Background: an optimization exercise with open tools, aiming at small area, a short achievable clock period and few clock cycles. Do not read the settings as production practice. The RTL was checked by simulation tests, not by an equivalence proof against the original design. Power and IR drop assume default switching activity.

== alpha ==
==> flow/design.v <==
module dem_encoder (
    input  wire        clk,
    input  wire        rst,         
    input  wire        start,
    input  wire [15:0] in_len,      
    input  wire [15:0] out_cap,     
    output wire        busy,
    output reg         done,
    output reg         fail,
    output reg  [3:0]  cause,       
    output reg  [15:0] out_len,     
    output wire        rd_en,
    output wire [13:0] rd_addr,     
    input  wire [31:0] rd_data,
    output wire        out_valid,
    output wire [7:0]  out_data,
    input  wire        out_ready
);
    localparam [31:0] OUTW = 32'h8000_0000;
    localparam [2:0] S_SCAN = 3'd0,    
                     S_PAY  = 3'd1,    
                     S_CEND = 3'd2,    
                     S_LAST = 3'd3,    
                     S_F8   = 3'd4,    
                     S_DONE = 3'd5,    
                     S_BAD  = 3'd6;    
    localparam [1:0] K_REC = 2'd0, K_CHUNK = 2'd1, K_F8 = 2'd2;
    reg         run;
    reg  [2:0]  st;
    reg  [13:0] n_w;
    reg  [13:0] ra;           
    reg         iv;           
    reg         ilast;        
    reg         rq_v;
    reg         rq_last;
    reg  [31:0] rq;           
    reg  [31:0] p;            
    reg         bq_v;
    reg         bq_last;
    reg  [31:0] bq;           
    reg  [2:0]  bc;           
    reg         bu;           
    reg         eoi;          
    reg         rec_v;
    reg  [2:0]  t;
    reg  [8:0]  c;            
    reg  [31:0] pb;           
    reg  [3:0]  n4;           
    reg         ovf;          
    reg         first;        
    reg  [13:0] ri;           
    reg         ov;
    reg  [1:0]  oph;          
    reg  [7:0]  od;           
    reg  [8:0]  oc;
    reg  [31:0] ob;
    reg  [2:0]  onb;          
    reg         rae;          
    reg  [15:0] rem;          
    reg         room;
    function [15:0] inc16(input [15:0] x);
        reg cy; integer i;
        begin cy = 1'b1; for (i = 0; i < 16; i = i + 1) begin inc16[i] = x[i] ^ cy; cy = cy & x[i]; end end
    endfunction
    function [15:0] dec16(input [15:0] x);
        reg bw; integer i;
        begin bw = 1'b1; for (i = 0; i < 16; i = i + 1) begin dec16[i] = x[i] ^ bw; bw = bw & ~x[i]; end end
    endfunction
    function [31:0] sub32(input [31:0] a, input [31:0] b);
        reg [31:0] g, pp, gg, pg, c;
        integer i, l;
        begin
            g  = a & ~b;
            pp = a ^ ~b;
            gg = g; pg = pp;
            for (l = 0; l < 5; l = l + 1)
                for (i = 0; i < 32; i = i + 1)
                    if ((i % (2 << l)) == (2 << l) - 1) begin
                        gg[i] = gg[i] | (pg[i] & gg[i - (1 << l)]);
                        pg[i] = pg[i] & pg[i - (1 << l)];
                    end
            for (l = 3; l >= 0; l = l - 1)
                for (i = 0; i < 32; i = i + 1)
                    if (i >= (3 << l) - 1 && (i % (2 << l)) == (1 << l) - 1) begin
                        gg[i] = gg[i] | (pg[i] & gg[i - (1 << l)]);
                        pg[i] = pg[i] & pg[i - (1 << l)];
                    end
            c[0] = 1'b1;
            for (i = 1; i < 32; i = i + 1) c[i] = gg[i-1] | (pg[i-1]);
            sub32 = pp ^ c;
        end
    endfunction
    wire [31:0] d     = sub32(rq, p);
    wire        isout = (rq == OUTW);
    wire        dz    = (d == 32'd0);
    function fits(input [31:0] dv, input integer w);
        reg same;
        reg lowz;
        integer b;
        begin
            same = 1'b1;
            for (b = w - 1; b < 32; b = b + 1) same = same & (dv[b] == dv[31]);
            lowz = 1'b1;
            for (b = 0; b < w - 1; b = b + 1) lowz = lowz & ~dv[b];
            fits = same & ~(dv[31] & lowz);
        end
    endfunction
    wire f4  = fits(d, 4);
    wire f8  = fits(d, 8);
    wire f12 = fits(d, 12);
    wire f16 = fits(d, 16);
    wire f24 = fits(d, 24);
    wire unenc = ~isout & (d == 32'h8000_0000);
    reg  [2:0] cls;
    always @(*) begin
        if (isout)     cls = 3'd0;
        else if (dz)   cls = 3'd1;
        else if (f4)   cls = 3'd2;
        else if (f8)   cls = 3'd3;
        else if (f12)  cls = 3'd4;
        else if (f16)  cls = 3'd5;
        else if (f24)  cls = 3'd6;
        else           cls = 3'd7;
    end
    function [3:0] wn(input [2:0] ty);
        case (ty)
            3'd2: wn = 4'd1;  3'd3: wn = 4'd2;  3'd4: wn = 4'd3;
            3'd5: wn = 4'd4;  3'd6: wn = 4'd6;  3'd7: wn = 4'd8;
            default: wn = 4'd0;
        endcase
    endfunction
    function [31:0] wmask(input [2:0] ty);
        case (ty)
            3'd2: wmask = 32'h0000_000F;  3'd3: wmask = 32'h0000_00FF;
            3'd4: wmask = 32'h0000_0FFF;  3'd5: wmask = 32'h0000_FFFF;
            3'd6: wmask = 32'h00FF_FFFF;  3'd7: wmask = 32'hFFFF_FFFF;
            default: wmask = 32'd0;
        endcase
    endfunction
    wire [31:0] dm_c   = d & wmask(cls);
    wire [31:0] pb_add = pb | (bq << {n4[2:0], 2'b00});
    wire [4:0]  n4_add = {1'b0, n4} + {1'b0, wn(t)};
    wire        fit    = (n4_add <= 5'd8);
    wire ph_last  = (onb == 3'd0) && (oph != 2'd0 || oc <= 9'd31);
    wire move     = ov && room && out_ready;
    wire slot     = !ov || (move && ph_last);    
    wire brk      = !rec_v || bu || (bc != t) || (c == 9'd287);
    reg  consume;       
    reg  push;          
    reg  [1:0] push_k;
    reg  rewind;        
    always @(*) begin
        consume = 1'b0;
        push    = 1'b0;
        push_k  = K_REC;
        rewind  = 1'b0;
        case (st)
            S_SCAN: if (bq_v) begin
                if (!brk) consume = 1'b1;
                else if (!rec_v) consume = 1'b1;
                else if (slot) begin
                    push = 1'b1;
                    if (ovf) rewind = 1'b1;
                    else     consume = 1'b1;
                end
            end
            S_PAY: if (bq_v) begin
                if (first || fit) consume = 1'b1;
                else if (slot) begin
                    push = 1'b1; push_k = K_CHUNK; consume = 1'b1;
                end
            end
            S_CEND: if (slot) begin push = 1'b1; push_k = K_CHUNK; end
            S_LAST: if (slot) begin push = 1'b1; if (ovf) rewind = 1'b1; end
            default: ;
        endcase
    end
    wire        issue    = run && (st == S_SCAN || st == S_PAY || st == S_CEND) && !rae;
    wire [15:0] ra_inc16 = inc16({2'b00, ra});
    wire [13:0] ra_inc   = ra_inc16[13:0];
    wire        ra1e     = (ra_inc == n_w);
    wire        mab      = rq_v && (!bq_v || consume);
    wire        land     = iv && (!rq_v || mab);
    wire        drop     = iv && rq_v && !mab;
    assign busy      = run;
    assign rd_en     = issue;
    assign rd_addr   = ra;
    assign out_valid = ov && room;
    assign out_data  = od;
    wire fin_ok = run && (st == S_DONE) && (!ov || (move && ph_last));
    wire fin_f8 = run && (st == S_F8) && !ov;
    wire fin_f4 = run && ov && !room;
    wire fin_bl = run && (st == S_BAD);
    always @(posedge clk) begin
        if (rst) begin
            run  <= 1'b0;
            done <= 1'b0;
            fail <= 1'b0;
            cause <= 4'd0;
            out_len <= 16'd0;
            st   <= S_DONE;
            iv   <= 1'b0;
            rq_v <= 1'b0;
            ov   <= 1'b0;
        end else begin
            done <= 1'b0;
            if (!run) begin
                if (start) begin
                    run     <= 1'b1;
                    n_w     <= in_len[15:2];
                    ra      <= 14'd0;
                    rae     <= (in_len[15:2] == 14'd0);
                    iv      <= 1'b0;
                    rq_v    <= 1'b0;
                    bq_v    <= 1'b0;
                    p       <= 32'd0;
                    eoi     <= 1'b0;
                    rec_v   <= 1'b0;
                    ov      <= 1'b0;
                    rem     <= out_cap;
                    room    <= (out_cap != 16'd0);
                    out_len <= 16'd0;
                    if (in_len[1:0] != 2'd0)      st <= S_BAD;
                    else if (in_len[15:2] == 14'd0) st <= S_DONE;
                    else                          st <= S_SCAN;
                end
            end else if (fin_ok || fin_f8 || fin_f4 || fin_bl) begin
                run   <= 1'b0;
                done  <= 1'b1;
                fail  <= !fin_ok;
                cause <= fin_bl ? 4'd9 : fin_f8 ? 4'd8 : fin_f4 ? 4'd4 : 4'd0;
                if (!fin_ok)   out_len <= 16'd0;
                else if (move) out_len <= inc16(out_len);
                iv    <= 1'b0;
                rq_v  <= 1'b0;
                bq_v  <= 1'b0;
                ov    <= 1'b0;
            end else begin
                if (rewind) begin
                    ra   <= ri;
                    rae  <= 1'b0;
                    iv   <= 1'b0;
                    rq_v <= 1'b0;
                    bq_v <= 1'b0;
                end else begin
                    if (drop)       ra <= dec16({2'b00, ra});
                    else if (issue) ra <= ra_inc;
                    if (drop)       rae <= 1'b0;
                    else if (issue) rae <= ra1e;
                    iv    <= issue && !drop;
                    ilast <= ra1e;
                    if (land) begin
                        rq      <= rd_data;
                        rq_last <= ilast;
                        rq_v    <= 1'b1;
                    end else if (mab) begin
                        rq_v    <= 1'b0;
                    end
                    if (mab) begin
                        bq      <= dm_c;
                        bc      <= cls;
                        bu      <= unenc;
                        bq_last <= rq_last;
                        bq_v    <= 1'b1;
                        if (!isout) p <= rq;
                    end else if (consume) begin
                        bq_v    <= 1'b0;
                    end
                end
                case (st)
                    S_SCAN: if (consume) begin
                        if (!brk) begin
                            c <= inc16({7'd0, c});
                            if (t >= 3'd2) begin
                                if (fit && !ovf) begin
                                    pb <= pb_add;
                                    n4 <= n4_add[3:0];
                                end else begin
                                    ovf <= 1'b1;
                                end
                            end
                        end else begin
                            t     <= bc;
                            c     <= 9'd1;
                            pb    <= bq;
                            n4    <= wn(bc);
                            ovf   <= 1'b0;
                            rec_v <= 1'b1;
                            ri    <= ra - {12'd0, 2'd1 + {1'b0, iv} + {1'b0, rq_v}};
                            if (bu) st <= S_F8;
                        end
                        if (bq_last) begin
                            eoi <= 1'b1;
                            if (!bu) st <= S_LAST;
                        end
                    end else if (rewind) begin
                        st    <= S_PAY;
                        first <= 1'b1;
                        n4    <= 4'd0;
                    end
                    S_PAY: if (consume) begin
                        c <= dec16({7'd0, c});
                        if (fit) begin
                            pb <= pb_add;
                            n4 <= n4_add[3:0];
                        end else begin
                            pb    <= bq;
                            n4    <= wn(t);
                            first <= 1'b0;
                        end
                        if (c == 9'd1) st <= S_CEND;
                        if (bq_last) eoi <= 1'b1;
                    end
                    S_CEND: if (push) begin
                        rec_v <= 1'b0;
                        st    <= eoi ? S_DONE : S_SCAN;
                    end
                    S_LAST: if (push) begin
                        if (ovf) begin
                            st    <= S_PAY;
                            first <= 1'b1;
                            n4    <= 4'd0;
                        end else begin
                            st    <= S_DONE;
                        end
                    end
                    default: ;
                endcase
                if (push) begin
                    ov  <= 1'b1;
                    oc  <= c;
                    if (push_k == K_CHUNK) begin
                        oph <= 2'd2;
                        od  <= pb[7:0];
                        ob  <= {8'd0, pb[31:8]};
                        onb <= n4[3:1] + {2'b00, n4[0]} - 3'd1;
                    end else begin
                        oph <= 2'd0;
                        od  <= (c <= 9'd31) ? {t, c[4:0]} : {t, 5'd0};
                        ob  <= pb;
                        onb <= n4[3:1] + {2'b00, n4[0]};
                    end
                end else if (move) begin
                    if (ph_last) ov <= 1'b0;
                    if (oph == 2'd0 && oc > 9'd31) begin
                        oph <= 2'd1;
                        od  <= oc[7:0] - 8'd32;
                    end else begin
                        oph <= 2'd2;
                        od  <= ob[7:0];
                        ob  <= {8'd0, ob[31:8]};
                        onb <= onb - 3'd1;
                    end
                end
                if (move) begin
                    out_len <= inc16(out_len);
                    rem     <= dec16(rem);
                    room    <= (rem != 16'd1);
                end
            end
        end
    end
endmodule
==> flow/config.mk <==
export PLATFORM = sky130hd
export DESIGN_NAME = dem_encoder
export DESIGN_NICKNAME = dem_encoder
export VERILOG_FILES = /design/flow/design.v
export SDC_FILE = /design/flow/constraint.sdc
export NUM_CORES = 4
export LEC_CHECK = 0
export CAP_MARGIN = 20
export CORE_MARGIN = 2
export CORE_UTILIZATION = 40
export CTS_BUF_LIST = sky130_fd_sc_hd__clkbuf_4 sky130_fd_sc_hd__clkbuf_8
export SETUP_SLACK_MARGIN = 5
export SLEW_MARGIN = 20
export TNS_END_PERCENT = 100
==> flow/constraint.sdc <==
create_clock -name core_clock -period 10.0 [get_ports {clk}]
set_input_delay 2.0000 -clock core_clock [delete_from_list [all_inputs] [get_ports {clk}]]
set_output_delay 2.0000 -clock core_clock [all_outputs]
set_load 0.01 [all_outputs]
standard.sh (not shown) runs the stock make flow with config.mk's settings and CLKGATE_MAP_FILE= SYNTH_SCRIPT=/design/flow/synth_recipe.tcl, a recipe that flattens the netlist after the stock synthesis.
==> flow/flow/run.sh <==
#!/bin/bash
# The standard layout (standard.sh: the standard synthesis and ORFS flow) with three
# changes: plain buf_1 port buffers, no CTS dummy loads, and the setup repair aimed
# 6 ns below the clock period. Each run's full output goes to standard.log.
set -euo pipefail
bash standard.sh SETUP_SLACK_MARGIN=6 \
  "BUFFER_PORTS_ARGS=-buffer_cell sky130_fd_sc_hd__buf_1" \
  "CTS_ARGS=-sink_clustering_enable -repair_clock_nets -buf_list {sky130_fd_sc_hd__clkbuf_4 sky130_fd_sc_hd__clkbuf_8} -dont_use_dummy_load" \
  finish > standard.log 2>&1
Testbench counts of alpha, summed over its fixed seeds: cycles 44,927.
Here is what was changed in the inputs of beta compared with alpha.
--- a/flow/design.v
+++ b/flow/design.v
@@ -39,4 +39,5 @@
     reg         bq_last;
     reg  [31:0] bq;           
+    reg  [4:0]  bk;           
     reg  [2:0]  bc;           
     reg         bu;           
@@ -47,4 +48,5 @@
     reg  [31:0] pb;           
     reg  [3:0]  n4;           
+    reg  [3:0]  kl;           
     reg         ovf;          
     reg         first;        
@@ -138,8 +140,15 @@
         endcase
     endfunction
-    wire [31:0] dm_c   = d & wmask(cls);
-    wire [31:0] pb_add = pb | (bq << {n4[2:0], 2'b00});
+    wire [31:0] dm     = {bq[31:24] & {8{bk[4]}}, bq[23:16] & {8{bk[3]}}, bq[15:12] & {4{bk[2]}},
+                          bq[11:8] & {4{bk[1]}}, bq[7:4] & {4{bk[0]}}, bq[3:0]};
+    wire [31:0] pb_add = pb | (dm << {n4[2:0], 2'b00});
     wire [4:0]  n4_add = {1'b0, n4} + {1'b0, wn(t)};
-    wire        fit    = (n4_add <= 5'd8);
+    wire        fit    = (kl != 4'd0);
+    function [3:0] km1(input [2:0] ty);
+        case (ty)
+            3'd2: km1 = 4'd7;  3'd3: km1 = 4'd3;  3'd4: km1 = 4'd1;
+            3'd5: km1 = 4'd1;  default: km1 = 4'd0;
+        endcase
+    endfunction
     wire ph_last  = (onb == 3'd0) && (oph != 2'd0 || oc <= 9'd31);
     wire move     = ov && room && out_ready;
@@ -258,5 +267,6 @@
                     end
                     if (mab) begin
-                        bq      <= dm_c;
+                        bq      <= d;
+                        bk      <= {~f24, ~f16, ~f12, ~f8, ~f4};
                         bc      <= cls;
                         bu      <= unenc;
@@ -276,4 +286,5 @@
                                     pb <= pb_add;
                                     n4 <= n4_add[3:0];
+                                    kl <= kl - 4'd1;
                                 end else begin
                                     ovf <= 1'b1;
@@ -283,6 +294,7 @@
                             t     <= bc;
                             c     <= 9'd1;
-                            pb    <= bq;
+                            pb    <= dm;
                             n4    <= wn(bc);
+                            kl    <= km1(bc);
                             ovf   <= 1'b0;
                             rec_v <= 1'b1;
@@ -298,4 +310,5 @@
                         first <= 1'b1;
                         n4    <= 4'd0;
+                        kl    <= km1(t) + 4'd1;
                     end
                     S_PAY: if (consume) begin
@@ -304,7 +317,9 @@
                             pb <= pb_add;
                             n4 <= n4_add[3:0];
+                            kl <= kl - 4'd1;
                         end else begin
-                            pb    <= bq;
+                            pb    <= dm;
                             n4    <= wn(t);
+                            kl    <= km1(t);
                             first <= 1'b0;
                         end
@@ -321,4 +336,5 @@
                             first <= 1'b1;
                             n4    <= 4'd0;
+                            kl    <= km1(t) + 4'd1;
                         end else begin
                             st    <= S_DONE;
## What came out
beta: flow completed, timing, DRC and antenna clean
[compare] base=alpha new=beta: longest individual stage delay on the worst path dropped 0.15 ns; power share of the combinational group dropped 1.7 points; met1 routing resource usage after global routing climbed 0.79 points; synthesis-to-layout area growth dropped 3.9 points.
The setup slack of beta is larger than that of alpha.
A capturing element of the worst setup path of p[7] is what alpha shows, while p[2] belongs to beta.
[compare] base=alpha new=beta: hold slack saw an increase, final net count saw an increase, vias per cell saw an increase.
Testbench counts of beta, summed over its fixed seeds: cycles 44,927.

==> port drivers added, routing unchanged <==
The flow's constraints put no driver on any port. The routed layouts listed below were extracted and timed again, unchanged, in two steps. Step 1 sets driving cells, clkbuf_16 on the clock port and buf_2 on the other inputs (assumed; they add their load-dependent delay and slew). Step 2 times the ports against the registers' clock, not the clock port: input delays grow and output delays shrink by t, the midpoint of the rising clock arrivals with the driver on. Three values: no drivers, after step 1, after step 2; two values: the first two.
| run | t, ns | setup WS [ns] | worst setup path at the end | clock arrival spread, ns | worst slew at a driven data input, ns |
|---|---|---|---|---|---|
| alpha | 0.653 | 6.061 / 6.061 / 5.461 | input to register | 0.082 / 0.082 | 0.04 |
| beta | 0.668 | 6.087 / 6.104 / 5.435 | input to register | 0.071 / 0.071 | 0.04 |
After both steps every run listed still meets setup and hold. The setup slack of beta, which loses most, moves by +0.017 ns with the drivers and by -0.652 ns with both steps.
